Context: an optimization exercise on an open-source flow, tuned for small area, a short achievable clock period and few clock cycles. The choices shown serve that exercise and are no tape-out recipe.
Where RTL was checked, it was by simulation tests only, not by an equivalence proof against the original.
Power figures rest on the tool's default switching activity, not on a simulated workload.

==> exp/indigo: inputs <==
Design kbd_scan_react, start of the top module:
module kbd_scan_react (
    input  wire        clk,
    input  wire        rst,
    input  wire        cmd_valid,
    input  wire [7:0]  cmd,
    output wire        cmd_ready,
    output reg  [7:0]  row_n,
    input  wire [7:0]  col_n,
    input  wire [31:0] rnd_data,
    output reg         rnd_take,
    output wire [17:0] ev,
    output reg         led_valid,
    output reg  [23:0] led_data,
    output reg         draw_valid,
    output wire [1:0]  draw_sprite,
    output wire [2:0]  fault
);
Settings: LEC_CHECK=0, CAP_MARGIN=20, CORE_MARGIN=2, CORE_UTILIZATION=60, PLACE_DENSITY=0.75, SLEW_MARGIN=20, SYNTH_HIERARCHICAL=1; clock period 14.0 ns.
standard.sh (not shown) runs the stock make flow with config.mk's settings and CLKGATE_MAP_FILE= SYNTH_SCRIPT=/design/flow/synth_recipe.tcl, a recipe that flattens the netlist after the stock synthesis.
==> flow/flow/run.sh <==
#!/bin/bash
# Standard ORFS layout (standard synthesis, unchanged). Timing repair aims at a
# larger setup slack than the default so that the achieved period is short.
set -euo pipefail
bash standard.sh SETUP_SLACK_MARGIN=10 CTS_CLUSTER_SIZE=24 CTS_CLUSTER_DIAMETER=70 finish > standard.log 2>&1
==> exp/xenon: changes against exp/indigo <==
--- a/flow/design.v
+++ b/flow/design.v
@@ -41,16 +41,14 @@
     reg [2:0]  ic;           
     reg [2:0]   phi;
     reg [63:0]  rs;          
     reg [255:0] rc;          
     reg [63:0]  rsn;         
     reg         lap0;        
     reg [3:0]   pass;        
-    reg [7:0]   rhot;        
-    reg [7:0]   pmask;       
     reg [7:0]   bvalid;
     reg [7:0]   bkind;
     reg [2:0]   brow;
     reg [7:0]   evrow;
     reg [7:0]   ev_r;        
     reg [59:0] lk;           
     reg [11:0] lt;           
@@ -104,25 +102,20 @@
             u_fire[k] = udif & (uc == 4'd14);
             u_pend[k] = &uc;
             u_s2[k]   = u_s[k] ^ u_fire[k];
             u_c2[4*k +: 4] = udif ? ((&uc) ? 4'd1 : uc + 4'd1) : 4'd0;
         end
     end
     wire        u_fany   = |u_fire;
-    reg         u_hot;
-    always @* begin
-        u_hot = 1'b0;
-        for (k = 0; k < 8; k = k + 1)
-            u_hot = u_hot | (u_c2[4*k +: 4] == 4'd14);
-    end
     wire [7:0]  lowmask  = (8'd1 << phi) - 8'd1;
     wire        ld_now   = !in_pass && (bvalid == 8'd0) && evrow[phi] && ((evrow & lowmask) == 8'd0);
     wire        q_any    = (bvalid != 8'd0) || (evrow != 8'd0);
-    wire [7:0]  bmask    = (8'd1 << brow) - 8'd1;
-    wire        pop_wait = (bvalid != 8'd0) ? ((pmask & bmask) != 8'd0) : ((pmask != 8'd0) || (evrow != 8'd0));
+    wire [3:0]  p_last   = {1'b0, phi} + pass - 4'd1;
+    wire        p_early  = (bvalid != 8'd0) && !p_last[3] && (brow < phi);
+    wire        pop_wait = (in_pass && !p_early) || ((bvalid == 8'd0) && (evrow != 8'd0));
     reg [2:0] b_col;
     integer n;
     always @* begin
         b_col = 3'd0;
         for (n = 7; n >= 0; n = n - 1)
             if (bvalid[n]) b_col = n;
     end
@@ -362,15 +355,15 @@
         rsn <= {u_sn, rsn[63:8]};
         if (sample)
             rsn[8*sn_wp +: 8] <= ~col_n;
         if (rst) begin
             st <= S_IDLE; rdy <= 1'b1; rdy_ok <= 1'b1;
             f_proto <= 1'b0; f_ill <= 1'b0;
             sc_row <= 3'd0; row_on <= 1'b0; ic <= 3'd0; row_n <= 8'hFF;
-            phi <= 3'd0; lap0 <= 1'b1; pass <= 4'd0; rhot <= 8'd0; pmask <= 8'd0;
+            phi <= 3'd0; lap0 <= 1'b1; pass <= 4'd0;
             bvalid <= 8'd0; evrow <= 8'd0; ev_r <= 8'd0;
             lk <= {12{5'd31}}; fk <= 2'd1; fws <= 1'b0; ft <= 8'd255; fpend <= 1'b0;
             lcnt <= 7'd0; cidx <= 4'd0; cph <= 8'd255; mode <= M_RAINBOW;
             rsel <= 4'd1;
             sprite <= 2'd0; dd <= 32'd0;
             x_ltf <= 1'b0; x_lk <= 1'b0; x_lm <= 1'b0;
             x_dt <= 1'b0; x_dk <= 1'b0; x_lfin <= 1'b0; x_lw <= 1'b0; x_prev <= 1'b0;
@@ -393,20 +386,14 @@
                 end else
                     mcnt <= mcnt + 3'd1;
             end
             ic <= row_on ? 3'd0 : (ic[2] ? 3'd4 : ic + 3'd1);
             phi   <= phi + 3'd1;
             if (phi == 3'd7) lap0 <= 1'b0;
             evrow <= evrow_nx;
-            if (in_pass) begin
-                rhot[phi]  <= u_hot;
-                pmask[phi] <= 1'b0;
-            end
-            if (pass_d == 4'd8)
-                pmask <= rhot;
             lk <= lk_n;
             if (x_lm) begin
                 if (mode == M_RAINBOW)
                     fpend <= 1'b1;
                 else begin
                     fk <= mode; cidx <= 4'd0; cph <= 8'd255;
                 end
==> flow/config.mk (replaced) <==
export PLATFORM = sky130hd
export DESIGN_NAME = kbd_scan_react
export DESIGN_NICKNAME = kbd_scan_react
export VERILOG_FILES = /design/flow/design.v
export SDC_FILE = /design/flow/constraint.sdc
export NUM_CORES = 8
export LEC_CHECK = 0
export CAP_MARGIN = 20
export CORE_MARGIN = 2
export CORE_UTILIZATION = 40
export PLACE_DENSITY = 0.6
export SLEW_MARGIN = 20
==> exp/pepper: changes against exp/indigo <==
--- a/flow/design.v
+++ b/flow/design.v
@@ -74,20 +74,18 @@
     reg        a_ty;         
     reg [3:0]  a_d;          
     reg [1:0]  a_m3;         
     reg [1:0]  sprite;
     reg [31:0] dd;           
     reg x_ltf, x_lk, x_lm, x_dt, x_dk, x_lfin, x_lw;
     reg x_prev;              
-    reg [7:0]  mbyte;
+    reg [3:0]  mnib;         
     reg [3:0]  macc;         
-    reg [2:0]  mcnt;
+    reg [3:0]  mcnt;
     reg        mvalid;
-    reg [3:0]  rj_q;         
-    reg        rtrig_q;      
     assign cmd_ready   = rdy;
     assign draw_sprite = sprite;
     assign fault       = {f_proto, f_ill, 1'b0};
     assign ev          = {ev_r[7:6], 5'd0, ev_r[5:3], 5'd0, ev_r[2:0]};
     wire [7:0]  u_s   = lap0 ? 8'd0  : rs[7:0];
     wire [31:0] u_c   = lap0 ? 32'd0 : rc[31:0];
     wire [7:0]  u_sn  = lap0 ? 8'd0  : rsn[7:0];
@@ -145,14 +143,25 @@
         end else if (ld_now) begin
             brow_nx = phi; bv_nx = u_pend; bkind_nx = u_s;
             evrow_nx[phi] = 1'b0;
         end
     end
     wire [7:0] bv_pop = bvalid & ~(8'd1 << b_col);
     wire [7:0] ev_pop = (bvalid == 8'd0) ? 8'd0 : {1'b1, b_kind, brow, b_col};
+    wire [3:0] m15   = (macc == 4'd15) ? 4'd0 : macc;
+    wire [2:0] m5    = (m15 >= 4'd10) ? m15 - 4'd10 : (m15 >= 4'd5) ? m15 - 4'd5 : m15;
+    wire [1:0] m3    = (m15 >= 4'd12) ? m15 - 4'd12 : (m15 >= 4'd9) ? m15 - 4'd9 :
+                       (m15 >= 4'd6) ? m15 - 4'd6 : (m15 >= 4'd3) ? m15 - 4'd3 : m15;
+    wire       r_trig = (mnib[1:0] == 2'd0) && (m5 == 3'd0);
+    wire [1:0] m43   = (mnib[1:0] == 2'd3) ? 2'd0 : mnib[1:0];
+    wire [2:0] jt    = {1'b0, m3} + 3'd3 - {1'b0, m43};
+    wire [1:0] jq    = (jt >= 3'd3) ? jt[1:0] - 2'd3 : jt[1:0];
+    wire [3:0] r_j   = {jq, mnib[1:0]};
+    wire [4:0] ms1   = {1'b0, macc} + {1'b0, mnib};
+    wire [3:0] ms3   = ms1[3:0] + {3'd0, ms1[4]};
     wire is_L   = (mode == M_LIGHTNING);
     wire is_C   = (mode == M_CHASE);
     wire [6:0] k_last  = (mode == M_CHASE2) ? 7'd99 : 7'd9;
     wire       lt_fire = (lcnt == k_last);
     wire       scan_go = (ic >= 3'd3) && !in_pass;
     wire frame_x = x_ltf | x_lk | x_lm | x_lfin | x_lw;
     wire lf_ok   = !frame_x && !x_prev;
@@ -200,22 +209,22 @@
             end else
                 rsel_nx = rsel + 4'd1;
         end
         S_LW0: if (mvalid) begin
             st_nx = S_LT0; take_nx = 1'b1;
         end
         S_LT0: begin
-            if (rtrig_q)
+            if (r_trig)
                 st_nx = S_LW1;
             else begin
                 st_nx = S_IDLE; rdy_nx = 1'b1; rdyok_nx = 1'b1; lfin_nx = 1'b1;
             end
         end
         S_LW1: if (mvalid) begin
-            st_nx = S_LT1; take_nx = 1'b1; rsel_nx = rj_q;
+            st_nx = S_LT1; take_nx = 1'b1; rsel_nx = r_j;
         end
         S_LT1: begin
             st_nx = S_LR; rsel_nx = 4'd1; jsel_ld = 1'b1;
         end
         S_LR: begin
             st_nx = S_LR2; ldim_ld = 1'b1;
         end
@@ -300,26 +309,14 @@
     wire [9:0] hi_d  = {2'd0, hi_v} - {1'b0, a_fd};
     wire [7:0] lo_f  = lo_d[9] ? 8'd0 : lo_d[7:0];
     wire [7:0] hi_f  = hi_d[9] ? 8'd0 : hi_d[7:0];
     wire [7:0] c_r   = (a_fl | b_r2) ? lo_f : b_r0 ? hi_f : 8'd0;
     wire [7:0] c_g   = a_fl ? lo_f : b_r0 ? 8'd0 : b_r2 ? hi_f : lo_f;
     wire [7:0] c_b   = (a_fl | !(b_r0 | b_r2)) ? hi_f : b_r0 ? lo_f : 8'd0;
     wire       c_dim = c_r < 8'd100;
-    wire [3:0] m15   = (macc == 4'd15) ? 4'd0 : macc;
-    wire [2:0] m5    = (m15 >= 4'd10) ? m15 - 4'd10 : (m15 >= 4'd5) ? m15 - 4'd5 : m15;
-    wire [1:0] m3    = (m15 >= 4'd12) ? m15 - 4'd12 : (m15 >= 4'd9) ? m15 - 4'd9 :
-                       (m15 >= 4'd6) ? m15 - 4'd6 : (m15 >= 4'd3) ? m15 - 4'd3 : m15;
-    wire       r_trig = (mbyte[1:0] == 2'd0) && (m5 == 3'd0);
-    wire [1:0] m43   = (mbyte[1:0] == 2'd3) ? 2'd0 : mbyte[1:0];
-    wire [2:0] jt    = {1'b0, m3} + 3'd3 - {1'b0, m43};
-    wire [1:0] jq    = (jt >= 3'd3) ? jt[1:0] - 2'd3 : jt[1:0];
-    wire [3:0] r_j   = {jq, mbyte[1:0]};
-    wire [5:0] ms1   = {2'd0, macc} + {2'd0, mbyte[7:4]} + {2'd0, mbyte[3:0]};
-    wire [4:0] ms2   = {1'b0, ms1[3:0]} + {3'd0, ms1[5:4]};
-    wire [3:0] ms3   = ms2[3:0] + {3'd0, ms2[4]};
     wire [3:0] cidx_next = (cidx == 4'd11) ? 4'd0 : cidx + 4'd1;
     wire [3:0] cidx_twin = (cidx_next >= 4'd6) ? cidx_next - 4'd6 : cidx_next + 4'd6;
     wire chase_upd = x_ltf & mode[1];
     wire l_clear   = x_lm & (mode != M_RAINBOW);
     wire l_fade    = chase_upd | x_lfin;
     reg [59:0] lk_n;
     reg [11:0] lt_n;
@@ -350,15 +347,15 @@
         a_ty <= lt[n_sel];
         a_fl <= (fk == 2'd1);
         a_d  <= a_step ? a_dn  : d0;
         a_m3 <= a_step ? a_m3n : 2'd0;
         lt   <= lt_n;
         bkind <= bkind_nx;
         brow  <= brow_nx;
-        if (jsel_ld) jsel <= rj_q;
+        if (jsel_ld) jsel <= r_j;
         if (lb_ld)   lb   <= rnd_data[0];
         if (ldim_ld) ldim <= c_dim;
         rs  <= {in_pass ? u_s2 : u_s, rs[63:8]};
         rc  <= {in_pass ? u_c2 : u_c, rc[255:32]};
         rsn <= {u_sn, rsn[63:8]};
         if (sample)
             rsn[8*sn_wp +: 8] <= ~col_n;
@@ -371,31 +368,27 @@
             lk <= {12{5'd31}}; fk <= 2'd1; fws <= 1'b0; ft <= 8'd255; fpend <= 1'b0;
             lcnt <= 7'd0; cidx <= 4'd0; cph <= 8'd255; mode <= M_RAINBOW;
             rsel <= 4'd1;
             sprite <= 2'd0; dd <= 32'd0;
             x_ltf <= 1'b0; x_lk <= 1'b0; x_lm <= 1'b0;
             x_dt <= 1'b0; x_dk <= 1'b0; x_lfin <= 1'b0; x_lw <= 1'b0; x_prev <= 1'b0;
             rnd_take <= 1'b0; led_valid <= 1'b0; draw_valid <= 1'b0;
-            mcnt <= 3'd0; macc <= 4'd0; mvalid <= 1'b0;
+            mcnt <= 4'd0; macc <= 4'd0; mvalid <= 1'b0;
         end else begin
             if (rnd_take) begin
-                mcnt <= 3'd0; macc <= 4'd0; mvalid <= 1'b0;
+                mcnt <= 4'd0; macc <= 4'd0; mvalid <= 1'b0;
             end else if (!mvalid) begin
-                case (mcnt)
-                3'd0: mbyte <= rnd_data[31:24];
-                3'd1: mbyte <= rnd_data[23:16];
-                3'd2: mbyte <= rnd_data[15:8];
-                default: mbyte <= rnd_data[7:0];
-                endcase
-                if (mcnt != 3'd0 && mcnt != 3'd5)
+                if (!mcnt[3])
+                    mnib <= rnd_data[4*(~mcnt[2:0]) +: 4];
+                if (mcnt != 4'd0)
                     macc <= ms3;
-                if (mcnt == 3'd5) begin
-                    mvalid <= 1'b1; rj_q <= r_j; rtrig_q <= r_trig;
-                end else
-                    mcnt <= mcnt + 3'd1;
+                if (mcnt[3])
+                    mvalid <= 1'b1;
+                else
+                    mcnt <= mcnt + 4'd1;
             end
             ic <= row_on ? 3'd0 : (ic[2] ? 3'd4 : ic + 3'd1);
             phi   <= phi + 3'd1;
             if (phi == 3'd7) lap0 <= 1'b0;
             evrow <= evrow_nx;
             if (in_pass) begin
                 rhot[phi]  <= u_hot;
==> flow/flow/run.sh (replaced) <==
#!/bin/bash
# Standard ORFS layout (standard synthesis, unchanged). Timing repair aims at a
# larger setup slack than the default so that the achieved period is short.
set -euo pipefail
bash standard.sh SETUP_SLACK_MARGIN=10 CTS_CLUSTER_SIZE=40 CTS_CLUSTER_DIAMETER=60 finish > standard.log 2>&1
==> flow/config.mk (replaced) <==
export PLATFORM = sky130hd
export DESIGN_NAME = kbd_scan_react
export DESIGN_NICKNAME = kbd_scan_react
export VERILOG_FILES = /design/flow/design.v
export SDC_FILE = /design/flow/constraint.sdc
export NUM_CORES = 8
export LEC_CHECK = 0
export CAP_MARGIN = 20
export CORE_MARGIN = 2
export CORE_UTILIZATION = 40
export PLACE_DENSITY = 0.6
export SLEW_MARGIN = 20
export SYNTH_HIERARCHICAL = 1
==> notes <==
exp/xenon produced a clean layout. exp/pepper finished with timing, DRC and antenna clean. exp/indigo completed with no timing, DRC or antenna violations.
In count of clock-buffer cells in the layout, exp/pepper and exp/indigo do not differ.
Between exp/pepper and exp/xenon, the lower total power is in exp/pepper (gap 9.4%, measured against exp/xenon).
Of exp/pepper and exp/xenon, exp/xenon has the higher die area (gap about 1.6%, measured against exp/xenon).
Critical path depth: exp/xenon is lower than exp/pepper (1).
Sequential share of layout area: exp/pepper is lower than exp/xenon (0.99 points).
Testbench counts of exp/indigo, summed over its fixed seeds: cycles 1,055,818.
The RTL of exp/xenon and exp/pepper was laid out without a check of its function.

==> re-timing with driven ports <==
No port has a modelled driver above. Below, the same layouts with a new extraction and two added sets of constraints. Step 1: set_driving_cell puts a clkbuf_16 on clk and a buf_2 on each other input, an assumption about the parent block. Step 2 times the ports against the registers' clock, not the clock port: input delays grow and output delays shrink by t, the midpoint of the rising clock arrivals with the driver on. Three values: ideal ports, drivers, drivers and shift; two values: the first two.
| run | shift t [ns] | setup slack, ns | clock arrival spread, ns |
|---|---|---|---|
| exp/indigo | 0.665 | 9.896 / 9.933 / 9.269 | 0.033 / 0.033 |
| exp/xenon | 0.679 | 9.741 / 9.761 / 9.081 | 0.035 / 0.035 |
| exp/pepper | 0.650 | 9.857 / 9.870 / 9.220 | 0.066 / 0.066 |
After both steps setup and hold are still met in every run listed. For exp/xenon, which loses most, drivers alone change the setup slack by +0.020 ns; drivers and shift together by -0.660 ns.
